From an optimization exercise on the open Yosys and OpenROAD flow, aimed at small area, a short achievable clock period and few clock cycles; shortcuts taken in it are not production practice. The RTL of this run was laid out without a check of its function. Power is estimated from default activity; no workload was simulated.

===== flow/config.mk =====
export PLATFORM = sky130hd
export DESIGN_NAME = alu_core
export DESIGN_NICKNAME = alu_core
export VERILOG_FILES = /design/flow/design.v
export SDC_FILE = /design/flow/constraint.sdc
export NUM_CORES = 4
export LEC_CHECK = 0
export CAP_MARGIN = 20
export CORE_MARGIN = 2
export CORE_UTILIZATION = 25
export PLACE_DENSITY = 0.5
export SLEW_MARGIN = 20

===== flow/constraint.sdc =====
create_clock -name core_clock -period 10.0 [get_ports {clk}]
set_input_delay 2.0000 -clock core_clock [delete_from_list [all_inputs] [get_ports {clk}]]
set_output_delay 2.0000 -clock core_clock [all_outputs]
set_load 0.01 [all_outputs]

===== flow/design.v =====
module alu_core (
    input  wire        clk,
    input  wire        rst,         
    input  wire        cmd_valid,
    output wire        cmd_ready,
    input  wire [31:0] cmd,
    input  wire [3:0]  rd_idx,
    output wire [15:0] rd_data,
    output wire [3:0]  flags        
);
    reg [255:0] rf;                 
    reg         cf, zf, sf, of;
    assign rd_data = rf[16*rd_idx +: 16];
    assign flags   = {of, sf, zf, cf};
    reg        busy;
    reg        mode_div;            
    reg [2:0]  cnt;                 
    reg [3:0]  da, dc, dd;          
    reg [15:0] opa;                 
    reg [15:0] opb;                 
    reg [15:0] rem;                 
    assign cmd_ready = !busy;
    wire [3:0]  op  = cmd[31:28];
    wire [3:0]  fa  = cmd[27:24];
    wire [3:0]  fb  = cmd[23:20];
    wire [3:0]  fc  = cmd[19:16];
    wire [3:0]  fd  = cmd[15:12];
    wire [15:0] imm = cmd[15:0];
    reg word_ok;
    always @(*) begin
        case (op)
            4'h1, 4'h2, 4'hE: word_ok = (cmd[19:0] == 20'd0);
            4'h3:             word_ok = (cmd[11:0] == 12'd0);
            4'h4:             word_ok = (cmd[7:0] == 8'd0);
            4'h5, 4'h6:       word_ok = (cmd[23:0] == 24'd0);
            4'h7, 4'hD:       word_ok = (cmd[15:0] == 16'd0);
            4'h8, 4'h9, 4'hA, 4'hB, 4'hC: word_ok = 1'b1;
            4'hF:             word_ok = (cmd[23:16] == 8'd0);
            default:          word_ok = 1'b0;
        endcase
    end
    wire acc = cmd_valid && !busy && word_ok && !rst;
    wire isADD = (op == 4'h1), isSUB = (op == 4'h2), isMUL = (op == 4'h3),
         isDIV = (op == 4'h4), isINC = (op == 4'h5), isDEC = (op == 4'h6),
         isNEG = (op == 4'h7), isSHL = (op == 4'h8), isSHR = (op == 4'h9),
         isSAR = (op == 4'hA), isROL = (op == 4'hB), isROR = (op == 4'hC),
         isCMP = (op == 4'hD), isMOV = (op == 4'hE), isLDI = (op == 4'hF);
    wire isSH  = isSHL | isSHR | isSAR;
    wire isROT = isROL | isROR;
    wire [15:0] A = rf[16*fa +: 16];
    wire [15:0] B = rf[16*fb +: 16];
    wire a_z = (A == 16'd0), a_1 = (A == 16'd1);
    wire b_z = (B == 16'd0), b_1 = (B == 16'd1);
    wire use_xa = isADD | isSUB | isCMP | isINC | isDEC | isDIV;
    wire use_yb = isADD | isSUB | isCMP | isDIV | isMUL | isMOV;
    wire inv_y  = isSUB | isCMP | isDIV | isDEC | isNEG;
    wire cin    = isSUB | isCMP | isDIV | isINC | isNEG;
    wire [15:0] X = use_xa ? A : 16'd0;
    wire [15:0] Y = (({16{use_yb}} & B) | ({16{isNEG}} & A) | ({16{isLDI}} & imm))
                    ^ {16{inv_y}};
    wire [16:0] sum = {1'b0, X} + {1'b0, Y} + {16'd0, cin};
    wire [15:0] s   = sum[15:0];
    wire        c16 = sum[16];
    wire        add_of = (X[15] ~^ Y[15]) & (s[15] ^ X[15]);
    wire        a_lt_b = !c16;                        
    wire        n16   = |imm[15:4];                   
    wire [3:0]  amt   = isSH  ? (n16 ? 4'd0 : imm[3:0]) :
                        isROT ? imm[3:0] : 4'd0;
    wire        left  = isSHL | isROL;
    wire [3:0]  r     = left ? (4'd0 - amt) : amt;
    wire [31:0] rr    = {A, A} >> r;
    wire [15:0] rot   = rr[15:0];
    reg  [15:0] thr;                                  
    integer m;
    always @(*)
        for (m = 0; m < 16; m = m + 1)
            thr[m] = n16 | (m < imm[3:0]);
    wire [15:0] thr_rev;
    genvar g;
    generate for (g = 0; g < 16; g = g + 1) begin : g_rev
        assign thr_rev[g] = thr[15-g];
    end endgenerate
    wire [15:0] fillm = ({16{isSHL}} & thr) | ({16{isSHR | isSAR}} & thr_rev);
    wire        fillv = isSAR & A[15];
    wire [15:0] sh    = (rot & ~fillm) | ({16{fillv}} & fillm);
    wire        sh_nz = isSH ? (n16 | (imm[3:0] != 4'd0)) : (imm[3:0] != 4'd0);
    wire        sh_cf = sh_nz & (left ? rot[0] : rot[15]);
    wire        k1    = (imm[3:0] == 4'd1);
    wire        sh_of = isSHL ? ((imm == 16'd1) & (sh[15] ^ sh_cf)) :
                        isROL ? (k1 & (sh[15] ^ sh_cf)) :
                        isROR ? (k1 & (sh[15] ^ sh[14])) : 1'b0;
    wire mul_triv = a_z | b_z | a_1 | b_1;
    wire div_triv = b_z | b_1 | a_lt_b;
    wire div_skip = ({4'd0, A[15:4]} < B);            
    wire sel_sum = isADD | isSUB | isCMP | isINC | isDEC | isNEG | isMOV | isLDI
                 | (isMUL & a_1 & !b_1);
    wire sel_sh  = isSH | isROT | ((isMUL | isDIV) & b_1);
    wire [15:0] w1_acc = ({16{sel_sum}} & s) | ({16{sel_sh}} & sh);
    wire [15:0] w2_acc = {16{isDIV & !b_1}} & A;
    wire        div_nt = isDIV & !div_triv;
    wire [15:0] prod = opa * opb;
    wire [16:0] r1   = {rem, opa[15]};
    wire [16:0] d1   = r1 - {1'b0, opb};
    wire        ge1  = !d1[16];
    wire [15:0] rem1 = ge1 ? d1[15:0] : r1[15:0];
    wire [15:0] dq1  = {opa[14:0], ge1};
    wire [16:0] r2   = {rem1, dq1[15]};
    wire [16:0] d2   = r2 - {1'b0, opb};
    wire        ge2  = !d2[16];
    wire [15:0] rem2 = ge2 ? d2[15:0] : r2[15:0];
    wire [15:0] dq2  = {dq1[14:0], ge2};
    wire fin = busy && (cnt == 3'd0);
    wire [15:0] w1 = busy ? (mode_div ? dq2 : prod) : w1_acc;
    wire [15:0] w2 = busy ? rem2 : w2_acc;
    wire wa = acc & (isADD | isSUB | isINC | isDEC | isNEG | isSH | isROT | isMOV | isLDI
                     | (isMUL & mul_triv) | (isDIV & div_triv));
    wire wb = acc & isNEG;
    wire wc = acc & (isCMP | isSH | isROT | (isDIV & (b_1 | a_lt_b)));
    wire wd = acc & isDIV & (b_1 | a_lt_b);
    wire wz = acc & isMUL;                            
    reg [15:0] e1, e2;
    integer i;
    always @(*) begin
        for (i = 0; i < 16; i = i + 1) begin
            e1[i] = (wa & (fa == i)) | (wb & (fb == i)) | (wc & (fc == i))
                  | (fin & ((da == i) | (mode_div & (dc == i))));
            e2[i] = (wd & (fd == i)) | (wz & (fc == i))
                  | (fin & mode_div & (dd == i));
        end
    end
    wire fl_we = acc & !isMOV & !isLDI;
    wire cf_we = fl_we & !isINC & !isDEC;
    wire w1_z  = (w1_acc == 16'd0);
    wire zf_nx = isMUL | (w1_z & !div_nt);
    wire sf_nx = w1_acc[15] & !isMUL & !div_nt;
    wire cf_nx = (isADD & c16) | ((isSUB | isCMP) & !c16) | (isNEG & !w1_z)
               | ((isSH | isROT) & sh_cf) | (isMUL & A[0]) | (isDIV & b_z);
    wire of_nx = ((isADD | isSUB | isCMP | isINC | isDEC | isNEG) & add_of)
               | ((isSH | isROT) & sh_of) | (isMUL & A[0]) | (isDIV & b_z);
    always @(posedge clk) begin
        for (i = 0; i < 16; i = i + 1)
            rf[16*i +: 16] <= ({16{e1[i] & !rst}} & w1)
                            | ({16{e2[i] & !rst}} & w2)
                            | ({16{!(e1[i] | e2[i] | rst)}} & rf[16*i +: 16]);
        if (rst) begin
            cf <= 1'b0; zf <= 1'b0; sf <= 1'b0; of <= 1'b0;
        end else if (fl_we) begin
            zf <= zf_nx; sf <= sf_nx; of <= of_nx;
            if (cf_we) cf <= cf_nx;
        end
    end
    always @(posedge clk) begin
        if (rst) begin
            busy <= 1'b0;
        end else if (busy) begin
            if (cnt == 3'd0) busy <= 1'b0;
        end else if (acc & ((isMUL & !mul_triv) | div_nt)) begin
            busy <= 1'b1;
        end
    end
    always @(posedge clk) begin
        if (!busy) begin
            mode_div <= isDIV;
            cnt      <= isDIV ? (div_skip ? 3'd1 : 3'd7) : 3'd0;
            da       <= fa;
            dc       <= fc;
            dd       <= fd;
            opa      <= (isDIV & div_skip) ? {A[3:0], 12'd0} : A;
            opb      <= B;
            rem      <= (isDIV & div_skip) ? {4'd0, A[15:4]} : 16'd0;
        end else begin
            cnt <= cnt - 3'd1;
            if (mode_div) begin
                opa <= dq2;
                rem <= rem2;
            end
        end
    end
endmodule

===== flow/run.sh =====
#!/bin/bash
# synth_recipe.tcl (not shown) runs the flow's synth.tcl, then flattens the netlist and writes it again
# the make line also repeats each setting of config.mk as NAME=value (left out here)
make -C /OpenROAD-flow-scripts/flow DESIGN_CONFIG=/design/flow/config.mk WORK_HOME=/design/flow/orfs CLKGATE_MAP_FILE= SYNTH_SCRIPT=/design/flow/synth_recipe.tcl finish

==> run summary <==
## per-layer routing
layer	track usage [%]	vias to the layer above	wire length (µm)
met2	31.90	1648	56000
met3	4.217	314	12540
met5	0	-	24
met1	27.64	13740	52770
li1	-	11780	-
met4	8.047	4	5502
## power by group through the flow
stage | logic (mW) | registers (mW) | clock network (mW)
floorplan | 0.276 | 1.37 | 0
global placement | 0.443 | 1.37 | 0
detailed placement | 0.441 | 1.37 | 0
CTS | 0.442 | 1.34 | 1.75
global route | 0.471 | 1.34 | 1.80
finish | 0.455 | 1.34 | 1.74
## through the flow
stage	hold WS, ps	area, µm²	power, mW
floorplan	455.0	29160	1.643
global placement	481.3	31510	1.813
detailed placement	486.0	31520	1.811
CTS	504.0	33090	3.537
global route	530.1	33100	3.612
finish	508.1	33100	3.541
## logic make-up (layout without fill, tap and decap cells)
family | count (synthesis) | in the layout | share of synthesized area, %
multiplexers | 284 | 284 | 18.76
AO/OA/AOI/OAI | 807 | 807 | 21.11
buffers and inverters | 426 | 429 | 6.020
flip-flops | 325 | 325 | 24.41
XOR/XNOR | 93 | 93 | 2.819
AND/OR/NAND/NOR | 1015 | 1015 | 16.31
adder cells (fa/ha/maj) | 196 | 196 | 10.57
## cells in the final DEF, fill, tap and decap left out, types with 52 or more instances in the layout
cell,netlist,final
mux4_2,208,208
nand2_1,431,431
a22oi_1,54,54
xnor2_1,65,64
nor2b_1,56,52
o21ai_0,124,124
nor2_1,219,217
ha_1,112,112
inv_1,182,181
fa_1,84,84
buf_4,11,115
mux2i_1,56,56
a221o_1,75,75
dfxtp_1,264,263
edfxtp_1,61,61
a21oi_1,78,76
and2_1,95,95
o221ai_1,153,153
## cells in the mapped netlist (all sizes together), types with 61 or more instances
cell    count  area (µm²)
mux4      208        4684
clkbuf    176       661.9
ha        112        1401
a221o      75       750.7
dfxtp     264        5285
nand2     431        1618
o21ai     142       714.4
inv       184       690.7
a21oi      78       390.4
xnor2      65       569.3
edfxtp     61        1832
and2       96       600.6
fa         84        1682
nor2      232       938.4
o221ai    156        1396
buf        66       402.9
## worst max path at each step
| stage | startpoint | endpoint | slack (ps) |
|---|---|---|---|
| floorplan | cmd[20] | rf[209] | 2130 |
| finish | cmd[31] | rf[19] | 1370 |
| CTS | cmd[31] | rf[26] | 1550 |
| global route | cmd[31] | rf[17] | 900 |
| global placement | cmd[31] | rf[26] | 990 |
| detailed placement | cmd[24] | rf[26] | 960 |
## worst min-delay path: cells and delay by family (launching register included)
kind | cells | cell delay, ps
flops | 1 | 360
simple gates | 1 | 60
compound gates | 1 | 60
## sequential cells by signal (all words and copies together), names as in the netlist, 3 cells and up
| register | flops |
|---|---|
| da | 4 |
| opb | 16 |
| opa | 16 |
| cnt | 3 |
| rem | 16 |
| rf | 256 |
| dc | 4 |
| dd | 4 |
## final cells by class
cell class / count / area (µm²) / area share [%]
Clock buffer: 63 / 1282 / 3.874
Clock inverter: 14 / 294.0 / 0.8882
Inverter: 184 / 690.7 / 2.086
Multi-Input combinational cell: 2395 / 20430 / 61.71
Sequential cell: 325 / 7118 / 21.50
Tap cell: 1524 / 1907 / 5.760
Timing Repair Buffer: 168 / 1384 / 4.180
==> run summary <==
Util after Layout 28.56%; detailed placement HPWL 89.73 mm; skew final 39.30 ps; worst path arrival time 9160 ps; initial core utilization 25.16%; Routed WL per cell 27.14 µm; Reg power frac 37.9%; io pins 60; Hold Crit Depth 2; worst setup margin 1372 ps; reg2reg end rf[68]; clock buffer count from CTS 42; final period utilization 86.28%; post_cts resized 0; Worst-path clk slew 60 ps; gpl congestion 0.9248; register bit total from synthesis 325; hold buffers post-CTS 0; Seq/Total Area, Yosys 24.41%; vias in the first global route 26120; fin nets 3351; PwrDens 107.0 mW/mm²; Register-to-Register Path Depth 25; synthesized cell area 0.02916 mm²; reg-to-reg slack, setup 1830 ps; Worst Tran Pin Value 1195 ps; setup TNS 0 ps; # DRC 0; Max-Cap Viols 0; Post-Synthesis Cells 3146; post-route minimum period 8628 ps; Initial DRT Pass Iterations 7; layout cell share with drive strength beyond 1 15.78%; Worst Hold Launch rf[110]; Final Hold Fails 0; largest net degree at the start of global routing 65; worst-path fanout max 20; number of enable flip-flop cells after synthesis 61; initial antenna violation count 2; endpoints failing setup 0; die area 0.1194 mm²; Worst setup SP type primary input; RSZ-0062 raised after global routing no; FMAX 115.9 MHz; CP Cell Sequence clkdlybuf4s50_1, nand2_1, nor2_1, o21ai_0, o21ai_1, buf_4, a221oi_1, xor2_1, fa_1, fa_1, nor2b_1, o21ai_0, a21boi_0, o221a_2, o21ai_0, a21o_1, o21ai_1, nor3b_1, a221o_1, nor3_2, a221o_1; Worst setup EP type flop; Longest Clk Path Bufs 3; distinct cell type count after synthesis 98; maximum vdd drop 0.1198 mV; H-tree levels 2; Internal 2.527 mW; Slowest cell on crit path clkdlybuf4s50_1; vias 27490; Fill cells 12150; Hold Path Class flop to flop; Routed Antenna Nets 0; chip height 345.5 µm; Yosys Warn Count 1; drt via density 5.882; Congestion Overflow GR 0; mean area per synthesized cell 9.269 µm²; LEAKAGE 12.26 nW; Finished Layout Cells 4673; hold path endpoint rf[110]; synthesized net count 3381; CTS tree yes; Area Overhead vs Synth 13.52%; CP delay by family, top compound AO/OA/AOI/OAI gates; Worst-Skew Late Latency 630 ps; switch share 28.65%; Root Buffer clkbuf_16; post-CTS setup buffers 0; Synth Flop Type dfxtp_1; IO Port Bufs 59; Bufs and invs on worst path 2; Combinational Power Share 12.8%; clock share of power 49.3%; CP Depth 21; GRT Total Usage 20.46%; Antenna Cells 0; Synth async-reset ratio 0%; status finished clean; post-place setup slack 958.7 ps; Crit Path Class primary input to flop; Worst path most repeated cell o21ai_0; width of the die 345.5 µm; Slowest Stage Delay on Critical Path 930 ps; first-pass GRT wire length 183.4 mm; core area 0.1159 mm²; relative slew slack 19.86%; Slew Viols, Final 0; final WL 126.8 mm; Row Count 125; CP required 10540 ps; clock sinks 325; Reg2Reg Launch Point opb[1]; Sw Pwr 1.015 mW; DRT iter0 DRCs 3844; Placed Cells 4596

[static timing again, ports no longer ideal]
No port has a modelled driver above. Below, the same layout with a new extraction and two added sets of constraints. Step 1 assumes that a clkbuf_16 drives the clock port and a buf_2 every other input. Step 2, shift: input delay + t, output delay - t, t = (earliest + latest rising clock arrival at the registers) / 2. This alone moves slack from input paths to output paths. a / b / c = ideal ports / drivers / drivers and shift; a / b = the first two.
t, ns: 0.674
slack for setup (ns): 1.372 / 1.411 / 0.736
worst hold slack (ns): 0.508 / 0.508 / 0.508
After both steps setup and hold are still met in this run. The setup slack of this run moves by +0.039 ns with the drivers and by -0.636 ns with both steps.
